This design comes from an exercise in tuning for small area on the open sky130 flow, not from production work.
Only simulation tests tie the RTL to the original design; equivalence was not proved.

==> flow/design.v <==
module sdb_pulse_block #(
    parameter [7:0]  PWM_BASE_REG     = 8'h06,
    parameter [7:0]  PWM_MODE_REG     = 8'h00,
    parameter [7:0]  PWM_SLEEP_VAL    = 8'h10,
    parameter [7:0]  PWM_WAKE_VAL     = 8'h00,
    parameter [7:0]  PWM_PRESCALE_REG = 8'hFE,
    parameter [7:0]  PWM_PRESCALE_VAL = 8'h65,
    parameter [31:0] STORE_SETTLE_MS  = 32'd5,
    parameter [9:0]  DUTY_T1          = 10'd341,
    parameter [9:0]  DUTY_T2          = 10'd682
) (
    input  wire        clk,
    input  wire        rst,
    input  wire        cmd_valid,
    input  wire [63:0] cmd,
    output wire [31:0] status,
    output wire [31:0] result,
    output wire [31:0] fault,
    output wire        bus_valid,
    output wire [1:0]  bus_op,
    output wire [15:0] bus_addr,
    output wire [7:0]  bus_wdata,
    input  wire        bus_done,
    input  wire        bus_err,
    input  wire [7:0]  bus_rdata,
    output wire        dly_valid,
    output wire [31:0] dly_ms,
    input  wire        dly_done,
    output wire [39:0] duty,
    output wire [3:0]  brake
);
    localparam [1:0] SEQ_IDLE = 2'd0, SEQ_BUSY = 2'd1, SEQ_FAULTED = 2'd2;
    localparam [1:0] INIT_UNINIT = 2'd0, INIT_INITIALIZING = 2'd1, INIT_READY = 2'd2;
    localparam [1:0] ST_OK = 2'd0, ST_ILLEGAL = 2'd1, ST_IO_ERROR = 2'd2, ST_REFUSED = 2'd3;
    localparam [2:0] FK_PWM_WR = 3'd1, FK_STORE_RD = 3'd2, FK_STORE_WR = 3'd3;
    localparam [1:0] OP_PWM_WR = 2'd0, OP_STORE_ADDR = 2'd1, OP_STORE_DATA = 2'd2, OP_STORE_WR = 2'd3;
    localparam [4:0] C_ENCODE = 5'h01, C_SET_OFFSET = 5'h02, C_GET_OFFSET = 5'h03,
                     C_CLEAR = 5'h04, C_PERSIST = 5'h05, C_RESTORE = 5'h06,
                     C_USER_READ = 5'h07, C_USER_WRITE = 5'h08, C_SET_ANGLE = 5'h09,
                     C_ZERO = 5'h0A, C_STEER = 5'h0B, C_SPIN = 5'h0C, C_MOVE = 5'h0D,
                     C_MOVE_TIMED = 5'h0E, C_STOP = 5'h0F, C_DRIVE = 5'h10;
    localparam [3:0] S_IDLE      = 4'd0,
                     S_DISPATCH  = 4'd1,
                     S_SERVO_CHK = 4'd2,
                     S_INIT_PWM  = 4'd3,
                     S_LOAD_ADDR = 4'd4,
                     S_LOAD_DLY  = 4'd5,
                     S_LOAD_DATA = 4'd6,
                     S_SERVO_LO  = 4'd7,
                     S_SERVO_HI  = 4'd8,
                     S_SAVE_WR   = 4'd9,
                     S_SAVE_DLY  = 4'd10,
                     S_UR_ADDR   = 4'd11,
                     S_UR_DLY    = 4'd12,
                     S_UR_DATA   = 4'd13,
                     S_UW_WR     = 4'd14,
                     S_WAIT_DLY  = 4'd15;    
    reg [1:0]  seq_state;
    reg [1:0]  init_state;
    reg [1:0]  freq_tier;
    reg [1:0]  last_status;
    reg [31:0] result_r;
    reg [4:0]  fault_op;
    reg [2:0]  fault_kind;
    reg [15:0] fault_addr;
    reg [9:0]  duty_r [0:3];
    reg [3:0]  brake_r;
    reg [7:0]  offset [0:15];
    reg [63:0] cmd_r;
    reg [3:0]  state;
    reg [6:0]  idx;         
    reg [3:0]  sidx;        
    reg        load_for_init;
    function legal_cmd;
        input [63:0] w;
        reg   [63:0] mask;
        reg          ok;
        begin
            ok = 1'b1;
            case (w[63:59])
                C_ENCODE, C_SET_OFFSET, C_USER_WRITE:    mask = 64'hFFFF0000FFFFFF00;
                C_GET_OFFSET, C_USER_READ:               mask = 64'hFFFF0000FFFFFFFF;
                C_CLEAR, C_PERSIST, C_RESTORE:           mask = 64'hFFFFFFFFFFFFFFFF;
                C_SET_ANGLE:                             mask = 64'hFFFF00000000FFFF;
                C_ZERO:       begin mask = 64'hF9FFFFFFFFFFFFFF; ok = (w[58:57] != 2'd3); end
                C_STEER, C_SPIN, C_MOVE:                 mask = 64'hFEFF0000FFFFFFFF;
                C_MOVE_TIMED:                            mask = 64'hFEFF000000000000;
                C_STOP:                                  mask = 64'hFEFFFFFFFFFFFFFF;
                C_DRIVE:      begin mask = 64'hF8FF0000FFFFFFFF; ok = (w[58:57] != 2'd3); end
                default:      begin mask = 64'hF800000000000000; ok = 1'b0; end
            endcase
            legal_cmd = ok && ((w & mask & 64'h07FFFFFFFFFFFFFF) == 64'd0);
        end
    endfunction
    wire [4:0]         c_op    = cmd_r[63:59];
    wire [1:0]         c_sel   = cmd_r[58:57];
    wire               c_dir   = cmd_r[56];
    wire signed [15:0] c_a     = cmd_r[47:32];
    wire signed [15:0] c_b     = cmd_r[31:16];
    wire signed [7:0]  c_v     = cmd_r[7:0];
    wire [31:0]        c_d     = cmd_r[31:0];
    function [3:0] clamp_ch;
        input signed [15:0] c;
        begin
            if (c < 0)        clamp_ch = 4'd0;
            else if (c > 15)  clamp_ch = 4'd15;
            else              clamp_ch = c[3:0];
        end
    endfunction
    function signed [7:0] clamp_angle;
        input signed [15:0] a;
        begin
            if (a < -90)      clamp_angle = -8'sd90;
            else if (a > 90)  clamp_angle = 8'sd90;
            else              clamp_angle = a[7:0];
        end
    endfunction
    wire [3:0] a_ch  = clamp_ch(c_a);
    wire [7:0] a_off = offset[a_ch];
    wire signed [7:0] steer_m = (c_a < 0) ? 8'sd0 : (c_a > 90) ? 8'sd90 : c_a[7:0];
    wire signed [7:0] steer_s = c_dir ? steer_m : -steer_m;    
    reg [3:0]         sv_ch;
    reg signed [7:0]  sv_angle;
    reg [3:0]         sv_last;
    always @(*) begin
        sv_ch    = 4'd0;
        sv_angle = 8'sd0;
        sv_last  = 4'd0;
        case (c_op)
            C_SET_ANGLE: begin
                sv_ch    = clamp_ch(c_a);
                sv_angle = clamp_angle(c_b);
                sv_last  = 4'd0;
            end
            C_ZERO: begin
                sv_angle = 8'sd0;
                case (c_sel)
                    2'd0: begin sv_ch = 4'd9 + {sidx[1:0], 1'b0}; sv_last = 4'd3; end
                    2'd1: begin sv_ch = 4'd0; sv_last = 4'd0; end
                    default: begin sv_ch = sidx; sv_last = 4'd15; end
                endcase
            end
            C_STEER: begin
                sv_last = 4'd3;
                case (sidx[1:0])
                    2'd0: begin sv_ch = 4'd9;  sv_angle = steer_s;  end
                    2'd1: begin sv_ch = 4'd15; sv_angle = steer_s;  end
                    2'd2: begin sv_ch = 4'd11; sv_angle = -steer_s; end
                    default: begin sv_ch = 4'd13; sv_angle = -steer_s; end
                endcase
            end
            C_SPIN: begin
                sv_last = 4'd3;
                case (sidx[1:0])
                    2'd0: begin sv_ch = 4'd9;  sv_angle = 8'sd45;  end
                    2'd1: begin sv_ch = 4'd15; sv_angle = -8'sd45; end
                    2'd2: begin sv_ch = 4'd11; sv_angle = -8'sd45; end
                    default: begin sv_ch = 4'd13; sv_angle = 8'sd45; end
                endcase
            end
            default: ;
        endcase
    end
    wire signed [7:0]  cur_off   = offset[sv_ch];
    wire signed [16:0] servo_s   = sv_angle + cur_off;
    wire signed [16:0] encode_s  = c_a + c_v;
    wire signed [16:0] enc_s     = (state == S_DISPATCH) ? encode_s : servo_s;
    wire signed [25:0] enc_num   = enc_s * 26'sd223 + 26'sd33255 + 26'sd7372800;
    wire [23:0]        enc_quot  = enc_num[23:0] / 24'd90;
    wire signed [31:0] enc_stop  = $signed({8'd0, enc_quot}) - 32'sd81920;
    wire [6:0]  speed    = (c_a < 0) ? 7'd0 : (c_a > 100) ? 7'd100 : c_a[6:0];
    wire [16:0] duty_num = speed * 17'd1023;
    wire [9:0]  duty_val = duty_num / 17'd100;
    wire [1:0]  tier     = (duty_val < DUTY_T1) ? 2'd1 : (duty_val < DUTY_T2) ? 2'd2 : 2'd3;
    reg        bus_valid_c;
    reg [1:0]  bus_op_c;
    reg [15:0] bus_addr_c;
    reg [7:0]  bus_wdata_c;
    reg        dly_valid_c;
    reg [31:0] dly_ms_c;
    wire [15:0] user_addr = cmd_r[47:32] + 16'd16;
    wire [7:0]  init_reg  = (idx == 7'd0) ? PWM_MODE_REG :
                            (idx == 7'd1) ? PWM_PRESCALE_REG :
                            (idx == 7'd2) ? PWM_MODE_REG :
                            PWM_BASE_REG + (idx[6:0] - 7'd3);
    wire [7:0]  init_val  = (idx == 7'd0) ? PWM_SLEEP_VAL :
                            (idx == 7'd1) ? PWM_PRESCALE_VAL :
                            (idx == 7'd2) ? PWM_WAKE_VAL : 8'h00;
    wire [7:0]  servo_reg = PWM_BASE_REG + {2'b00, sv_ch, 2'b10};
    always @(*) begin
        bus_valid_c = 1'b0;
        bus_op_c    = OP_PWM_WR;
        bus_addr_c  = 16'd0;
        bus_wdata_c = 8'd0;
        dly_valid_c = 1'b0;
        dly_ms_c    = 32'd0;
        case (state)
            S_INIT_PWM: begin
                bus_valid_c = 1'b1; bus_op_c = OP_PWM_WR;
                bus_addr_c = {8'd0, init_reg}; bus_wdata_c = init_val;
            end
            S_LOAD_ADDR: begin
                bus_valid_c = 1'b1; bus_op_c = OP_STORE_ADDR; bus_addr_c = {12'd0, idx[3:0]};
            end
            S_LOAD_DATA: begin
                bus_valid_c = 1'b1; bus_op_c = OP_STORE_DATA; bus_addr_c = {12'd0, idx[3:0]};
            end
            S_SERVO_LO: begin
                bus_valid_c = 1'b1; bus_op_c = OP_PWM_WR;
                bus_addr_c = {8'd0, servo_reg}; bus_wdata_c = enc_stop[7:0];
            end
            S_SERVO_HI: begin
                bus_valid_c = 1'b1; bus_op_c = OP_PWM_WR;
                bus_addr_c = {8'd0, servo_reg + 8'd1}; bus_wdata_c = enc_stop[15:8];
            end
            S_SAVE_WR: begin
                bus_valid_c = 1'b1; bus_op_c = OP_STORE_WR;
                bus_addr_c = {12'd0, idx[3:0]}; bus_wdata_c = offset[idx[3:0]];
            end
            S_UR_ADDR: begin
                bus_valid_c = 1'b1; bus_op_c = OP_STORE_ADDR; bus_addr_c = user_addr;
            end
            S_UR_DATA: begin
                bus_valid_c = 1'b1; bus_op_c = OP_STORE_DATA; bus_addr_c = user_addr;
            end
            S_UW_WR: begin
                bus_valid_c = 1'b1; bus_op_c = OP_STORE_WR;
                bus_addr_c = user_addr; bus_wdata_c = cmd_r[7:0];
            end
            S_LOAD_DLY, S_SAVE_DLY, S_UR_DLY: begin
                dly_valid_c = 1'b1; dly_ms_c = STORE_SETTLE_MS;
            end
            S_WAIT_DLY: begin
                dly_valid_c = 1'b1;
                dly_ms_c = (c_op == C_MOVE_TIMED) ? c_d : STORE_SETTLE_MS;
            end
            default: ;
        endcase
    end
    integer i;
    task finish;
        input [31:0] value;
        begin
            result_r    <= value;
            last_status <= ST_OK;
            seq_state   <= SEQ_IDLE;
            state       <= S_IDLE;
        end
    endtask
    task raise_fault;
        input [2:0]  kind;
        input [15:0] addr;
        begin
            fault_op    <= c_op;
            fault_kind  <= kind;
            fault_addr  <= addr;
            result_r    <= 32'd0;
            last_status <= ST_IO_ERROR;
            seq_state   <= SEQ_FAULTED;
            state       <= S_IDLE;
        end
    endtask
    task drive_sides;
        input drive_left;
        input left_back;
        input drive_right;
        input right_back;
        begin
            freq_tier <= tier;
            if (drive_left) begin
                duty_r[0] <= left_back ? 10'd0 : duty_val;
                duty_r[1] <= left_back ? duty_val : 10'd0;
            end
            if (drive_right) begin
                duty_r[2] <= right_back ? 10'd0 : duty_val;
                duty_r[3] <= right_back ? duty_val : 10'd0;
            end
        end
    endtask
    always @(posedge clk) begin
        if (rst) begin
            seq_state     <= SEQ_IDLE;
            init_state    <= INIT_UNINIT;
            freq_tier     <= 2'd0;
            last_status   <= ST_OK;
            result_r      <= 32'd0;
            fault_op      <= 5'd0;
            fault_kind    <= 3'd0;
            fault_addr    <= 16'd0;
            brake_r       <= 4'd0;
            for (i = 0; i < 4; i = i + 1) duty_r[i] <= 10'd0;
            for (i = 0; i < 16; i = i + 1) offset[i] <= 8'd0;
            state         <= S_IDLE;
        end else begin
            case (state)
                S_IDLE: begin
                    if (cmd_valid) begin
                        if (seq_state == SEQ_FAULTED) begin
                            result_r    <= 32'd0;
                            last_status <= ST_REFUSED;
                        end else if (!legal_cmd(cmd)) begin
                            result_r    <= 32'd0;
                            last_status <= ST_ILLEGAL;
                        end else begin
                            cmd_r     <= cmd;
                            seq_state <= SEQ_BUSY;
                            state     <= S_DISPATCH;
                        end
                    end
                end
                S_DISPATCH: begin
                    idx  <= 7'd0;
                    sidx <= 4'd0;
                    case (c_op)
                        C_ENCODE:     finish(enc_stop);
                        C_SET_OFFSET: begin offset[a_ch] <= c_v; finish(32'd0); end
                        C_GET_OFFSET: finish({{24{a_off[7]}}, a_off});
                        C_CLEAR: begin
                            for (i = 0; i < 16; i = i + 1) offset[i] <= 8'd0;
                            finish(32'd0);
                        end
                        C_PERSIST:    state <= S_SAVE_WR;
                        C_RESTORE:    begin load_for_init <= 1'b0; state <= S_LOAD_ADDR; end
                        C_USER_READ:  state <= S_UR_ADDR;
                        C_USER_WRITE: state <= S_UW_WR;
                        C_SET_ANGLE, C_ZERO, C_STEER, C_SPIN: state <= S_SERVO_CHK;
                        C_MOVE: begin
                            drive_sides(1'b1, c_dir, 1'b1, c_dir);
                            finish(32'd0);
                        end
                        C_MOVE_TIMED: begin
                            drive_sides(1'b1, c_dir, 1'b1, c_dir);
                            state <= S_WAIT_DLY;
                        end
                        C_STOP: begin
                            brake_r <= {4{c_dir}};
                            finish(32'd0);
                        end
                        C_DRIVE: begin
                            drive_sides(c_sel != 2'd1, c_dir, c_sel != 2'd0, c_dir);
                            finish(32'd0);
                        end
                        default: finish(32'd0);
                    endcase
                end
                S_SERVO_CHK: begin
                    if (init_state != INIT_READY) begin
                        init_state <= INIT_INITIALIZING;
                        state      <= S_INIT_PWM;
                    end else begin
                        state <= S_SERVO_LO;
                    end
                end
                S_INIT_PWM: if (bus_done) begin
                    if (bus_err) raise_fault(FK_PWM_WR, {8'd0, init_reg});
                    else if (idx == 7'd66) begin
                        idx           <= 7'd0;
                        load_for_init <= 1'b1;
                        state         <= S_LOAD_ADDR;
                    end else idx <= idx + 7'd1;
                end
                S_LOAD_ADDR: if (bus_done) begin
                    if (bus_err) raise_fault(FK_STORE_RD, {12'd0, idx[3:0]});
                    else state <= S_LOAD_DLY;
                end
                S_LOAD_DLY: if (dly_done) state <= S_LOAD_DATA;
                S_LOAD_DATA: if (bus_done) begin
                    if (bus_err) raise_fault(FK_STORE_RD, {12'd0, idx[3:0]});
                    else begin
                        offset[idx[3:0]] <= bus_rdata;
                        if (idx == 7'd15) begin
                            if (load_for_init) begin
                                init_state <= INIT_READY;
                                state      <= S_SERVO_LO;
                            end else finish(32'd0);
                        end else begin
                            idx   <= idx + 7'd1;
                            state <= S_LOAD_ADDR;
                        end
                    end
                end
                S_SERVO_LO: if (bus_done) begin
                    if (bus_err) raise_fault(FK_PWM_WR, {8'd0, servo_reg});
                    else state <= S_SERVO_HI;
                end
                S_SERVO_HI: if (bus_done) begin
                    if (bus_err) raise_fault(FK_PWM_WR, {8'd0, servo_reg + 8'd1});
                    else if (sidx == sv_last) begin
                        if (c_op == C_SPIN) drive_sides(1'b1, !c_dir, 1'b1, c_dir);
                        finish(32'd0);
                    end else begin
                        sidx  <= sidx + 4'd1;
                        state <= S_SERVO_LO;
                    end
                end
                S_SAVE_WR: if (bus_done) begin
                    if (bus_err) raise_fault(FK_STORE_WR, {12'd0, idx[3:0]});
                    else state <= S_SAVE_DLY;
                end
                S_SAVE_DLY: if (dly_done) begin
                    if (idx == 7'd15) finish(32'd0);
                    else begin
                        idx   <= idx + 7'd1;
                        state <= S_SAVE_WR;
                    end
                end
                S_UR_ADDR: if (bus_done) begin
                    if (bus_err) raise_fault(FK_STORE_RD, user_addr);
                    else state <= S_UR_DLY;
                end
                S_UR_DLY: if (dly_done) state <= S_UR_DATA;
                S_UR_DATA: if (bus_done) begin
                    if (bus_err) raise_fault(FK_STORE_RD, user_addr);
                    else finish({{24{bus_rdata[7]}}, bus_rdata});
                end
                S_UW_WR: if (bus_done) begin
                    if (bus_err) raise_fault(FK_STORE_WR, user_addr);
                    else state <= S_WAIT_DLY;
                end
                S_WAIT_DLY: if (dly_done) begin
                    if (c_op == C_MOVE_TIMED) brake_r <= 4'd0;    
                    finish(32'd0);
                end
                default: state <= S_IDLE;
            endcase
        end
    end
    assign status    = {20'd0, brake_r, last_status, freq_tier, init_state, seq_state};
    assign result    = result_r;
    assign fault     = {fault_addr, 8'd0, fault_kind, fault_op};
    assign bus_valid = bus_valid_c;
    assign bus_op    = bus_op_c;
    assign bus_addr  = bus_addr_c;
    assign bus_wdata = bus_wdata_c;
    assign dly_valid = dly_valid_c;
    assign dly_ms    = dly_ms_c;
    assign duty      = {duty_r[3], duty_r[2], duty_r[1], duty_r[0]};
    assign brake     = brake_r;
endmodule
==> flow/run.sh <==
#!/bin/bash
# synth_recipe.tcl (not shown) runs the flow's synth.tcl, then flattens the netlist and writes it again
# the make line also repeats each setting of config.mk as NAME=value (left out here)
make -C /OpenROAD-flow-scripts/flow DESIGN_CONFIG=/design/flow/config.mk WORK_HOME=/design/flow/orfs CLKGATE_MAP_FILE= SYNTH_SCRIPT=/design/flow/synth_recipe.tcl finish
==> flow/config.mk <==
export PLATFORM = sky130hd
export DESIGN_NAME = sdb_pulse_block
export DESIGN_NICKNAME = sdb_pulse_block
export VERILOG_FILES = /design/flow/design.v
export SDC_FILE = /design/flow/constraint.sdc
export NUM_CORES = 4
export LEC_CHECK = 0
export CAP_MARGIN = 20
export CORE_MARGIN = 2
export CORE_UTILIZATION = 40
export SLEW_MARGIN = 20
==> flow/constraint.sdc <==
create_clock -name core_clock -period 50.0 [get_ports {clk}]
set_input_delay 10.0000 -clock core_clock [delete_from_list [all_inputs] [get_ports {clk}]]
set_output_delay 10.0000 -clock core_clock [all_outputs]
set_load 0.01 [all_outputs]
==> metrics.md <==
| Metric | Value |
|---|---|
| Status | finished clean |
| Num CTS Buffers | 34 |
| Synthesized area | 36800 sq um |
| First-pass GRT wire length | 206000 microns |
| Synth Register Bits | ~300 |
| Critical path data required time | roughly 40 ns |
| Layout cells sized above 1 | approximately 8.3% |
| Reg2reg end | result_r[0] |
| Final min period | 45.50 ns |
| Max-Cap Viols | 0 |
| Final HPWL DP | 107000 microns |
| Most common cell on crit path | a21oi_1 |
| DRT iter0 DRCs | just over 4000 |
| Cells after synthesis | 4537 |
| RSZ-0062 raised after global routing | no |
| Nets | 4988 |
| Launch point of the worst reg-to-reg path | cmd_r[39] |
| Endpoints failing hold | 0 |
| Worst slew margin | approximately 20% |
| Synthesis-to-layout area growth | 12.2% |
| Final Slew Violations | 0 |
| # IOs | about 280 |
| Seq/Total Area, Yosys | between 20% and 30% |
| Via density | roughly 6.3 |
| Endpoint class of the critical path | output pin |
| Antenna viol nets, final | 0 |
| Post-cts resize count | 0 |
| Synth cell types | 150 |
| Yosys warnings | 2 |
| Slew @ Worst Pin | 1.20 ns |
| Die height | 307 microns |
| Overall routing resource usage | 27.8% |
| Routability congestion estimate | ~0.99 |
| R2R cell count | 97 |
| Largest stage delay on the critical path | around 0.84 ns |
| CP max-delay cell | xnor2_1 |
| Arrival @ worst endpoint | 35.50 ns |
| Critical path class | flop to output pin |
| Clk latency of the worst-skew pair | around 0.57 ns |
| Setup bufs post-CTS | 0 |
| Hold Crit Depth | 2 |
| CP bufs+invs | 7 |
| H-tree depth | 2 |
| Final setup viols | 0 |
| Final Util | between 40 and 50% |
| Synthesized area per cell | around 8.1 sq um |
| Clock transition at path regs | ~0.060 ns |
| Max Clk Rate | about 0.022 GHz |
| Post-route setup TNS | 0 ns |
| Core area | between 90000 and 100000 sq um |
| Number of enable flip-flop cells after synthesis | 196 |
| Vias in the first global route | ~34000 |
| Hold path endpoint | fault_addr[9] |
| Clk_skew | about 0.022 ns |
| Sink Count | a little under 300 |
| Hold Crit Start | fault_addr[9] |
| Initial antenna violation count | 8 |
| Drt drc | 0 |
| I/O Buffers | 248 |
| R2R setup slack | about 15 ns |
| Row count | roughly 110 |
| Ys flop type | edfxtp_1 |
| Top delay family on crit path | compound AO/OA/AOI/OAI gates |
| CTS tree | built |
| Total number of vias | around 37000 |
| Drt first pass iters | 7 |
| Startpoint types | flop |
| CTS root buffer | clkbuf_16 |
| Period utilization | between 90% and 100% |
| Clock Tree Buf Depth | 3 |
| Largest net degree at the start of global routing | 65 |
| Routed len/inst | around 23 microns |
| Post-CTS Hold Fix Bufs | 0 |
| Die width | approximately 310 microns |
| Initial core utilization | approximately two fifths |
| Die ar. | 94500 sq um |
| Post-synth ARST share | 0% |
| Overflow after GRT | 0 |
| Crit path max fanout | 64 |
| Total wire length | ~140000 microns |
| Hold Path Class | flop to flop |
[state kept, by name, indices dropped and copies added (netlist names), 4 cells and up, named ones only]
name / cells
sidx: 4
offset: 128
idx: 7
duty_r: 40
fault_op: 5
fault_addr: 16
state: 4
cmd_r: 56
result_r: 21
[cell usage after synthesis, types with 32 or more instances]
master / number / area, sq um
buf_4: 68 / 510
o21ai_0: 203 / 1020
ha_1: 164 / 2050
o21a_1: 36 / 270
dfxtp_1: 101 / 2020
mux2i_1: 59 / 591
nand2_1: 475 / 1780
or3_1: 52 / 325
a311oi_1: 37 / 324
a21o_1: 58 / 435
a22oi_1: 36 / 270
edfxtp_1: 196 / 5890
or2_2: 32 / 200
nor3_1: 120 / 601
clkbuf_1: 160 / 601
nand4_1: 46 / 288
and2_1: 83 / 519
a31oi_1: 73 / 457
nand2b_1: 42 / 263
buf_2: 34 / 170
a211oi_1: 75 / 563
mux4_2: 72 / 1620
and3_1: 75 / 469
o211ai_1: 43 / 323
xor2_1: 86 / 753
nor4_1: 55 / 344
o21ai_1: 41 / 205
o22ai_1: 33 / 206
nor2_1: 511 / 1920
fa_1: 101 / 2020
nand3_1: 108 / 541
xnor2_1: 176 / 1540
a21oi_1: 269 / 1350
inv_1: 223 / 837
[layout by cell type, fill, tap and decap left out, types with 37 or more instances in the layout]
| cell type | netlist | layout |
|---|---|---|
| inv_1 | 223 | 223 |
| a21oi_1 | 269 | 267 |
| nand4_1 | 46 | 46 |
| xor2_1 | 86 | 86 |
| nor4_1 | 55 | 55 |
| fa_1 | 101 | 101 |
| a21o_1 | 58 | 58 |
| a211oi_1 | 75 | 74 |
| mux2i_1 | 59 | 55 |
| nand3_1 | 108 | 108 |
| and2_1 | 83 | 82 |
| mux4_2 | 72 | 72 |
| xnor2_1 | 176 | 175 |
| o211ai_1 | 43 | 43 |
| or3_1 | 52 | 52 |
| nand2_1 | 475 | 475 |
| clkdlybuf4s50_1 | 0 | 247 |
| buf_4 | 68 | 84 |
| nor2_1 | 511 | 509 |
| and3_1 | 75 | 75 |
| dfxtp_1 | 101 | 100 |
| o21ai_1 | 41 | 42 |
| a31oi_1 | 73 | 71 |
| edfxtp_1 | 196 | 196 |
| nand2b_1 | 42 | 42 |
| ha_1 | 164 | 164 |
| nor3_1 | 120 | 118 |
| o21ai_0 | 203 | 199 |
| a311oi_1 | 37 | 37 |
[logic make-up (layout without fill, tap and decap cells)]
family | after synthesis | count (layout) | synth area share (%)
mux | 153 | 153 | 6.71
compound gates | 1283 | 1283 | 24.5
flops | 297 | 297 | 21.5
other cells | 1 | 33 | 0.0102
xor+xnor | 268 | 268 | 6.56
fa+ha+maj | 271 | 271 | 11.2
buf+inv | 514 | 620 | 6.30
simple gates | 1750 | 1750 | 23.2
[tightest hold or removal path: cells and delay by family (launching register included)]
family / cells / cell delay [ns]
flops: 1 / 0.31
simple gates: 1 / 0.05
compound gates: 1 / 0.05
[metrics by stage]
step / instances / setup slack (ns) / hold WS [ns] / cell area, sq um
global placement: 5795 / 6.22 / 0.442 / 40100
detailed placement: 5795 / 5.67 / 0.448 / 40100
floorplan: 4565 / 13.14 / 0.476 / 36900
finish: 5861 / 4.50 / 0.455 / 41300
global route: 5857 / 1.62 / 0.472 / 41300
CTS: 5857 / 4.93 / 0.457 / 41300
[routing by layer]
layer | routed length [microns] | global-route usage (%) | vias to the layer above
li1 | - | - | 17004
met1 | 58300 | 38.8 | 17754
met2 | 60100 | 43.8 | 1849
met3 | 12700 | 4.36 | 253
met4 | 5130 | 9.45 | 4
met5 | 17 | 0 | -
[worst max path at each step]
stage | start | slack, ns | cells after the start | endpoint
after CTS | cmd_r[39] | 4.93 | 97 | bus_wdata[0]
after global placement | cmd_r[39] | 6.22 | 95 | bus_wdata[0]
final | cmd_r[39] | 4.50 | 98 | bus_wdata[0]
after detailed placement | cmd_r[39] | 5.67 | 98 | bus_wdata[0]
after floorplan | cmd_r[36] | 13.14 | 111 | bus_wdata[0]
after global routing | cmd_r[39] | 1.62 | 96 | bus_wdata[0]
[cell type report]
type	count	area, sq um
Inverter	227	852
Tap cell	1186	1480
Fill cell	9111	50100
Antenna cell	4	10.0
Clock buffer	40	905
Multi-Input combinational cell	3754	26800
Sequential cell	297	7910
Timing Repair Buffer	331	3100
Clock inverter	22	238

-- port drivers added, routing unchanged --
In the flow no input, the clock included, has a driving cell. The finished layout below was timed again as built, in two steps.
Step 1 assumes that a clkbuf_16 drives the clock port and a buf_2 every other input.
Step 2 times the ports against the registers' clock, not the clock port: input delays grow and output delays shrink by t, the midpoint of the rising clock arrivals with the driver on.
Three values: ideal, step 1, step 2; two values: the first two.
t, ns: 0.624
setup slack, ns: 4.505 / 4.442 / 5.066
worst data-port slew with drivers (ns): 0.17
After both steps this run still meets setup and hold. For this run, drivers alone change the setup slack by -0.063 ns; drivers and shift together by +0.561 ns.
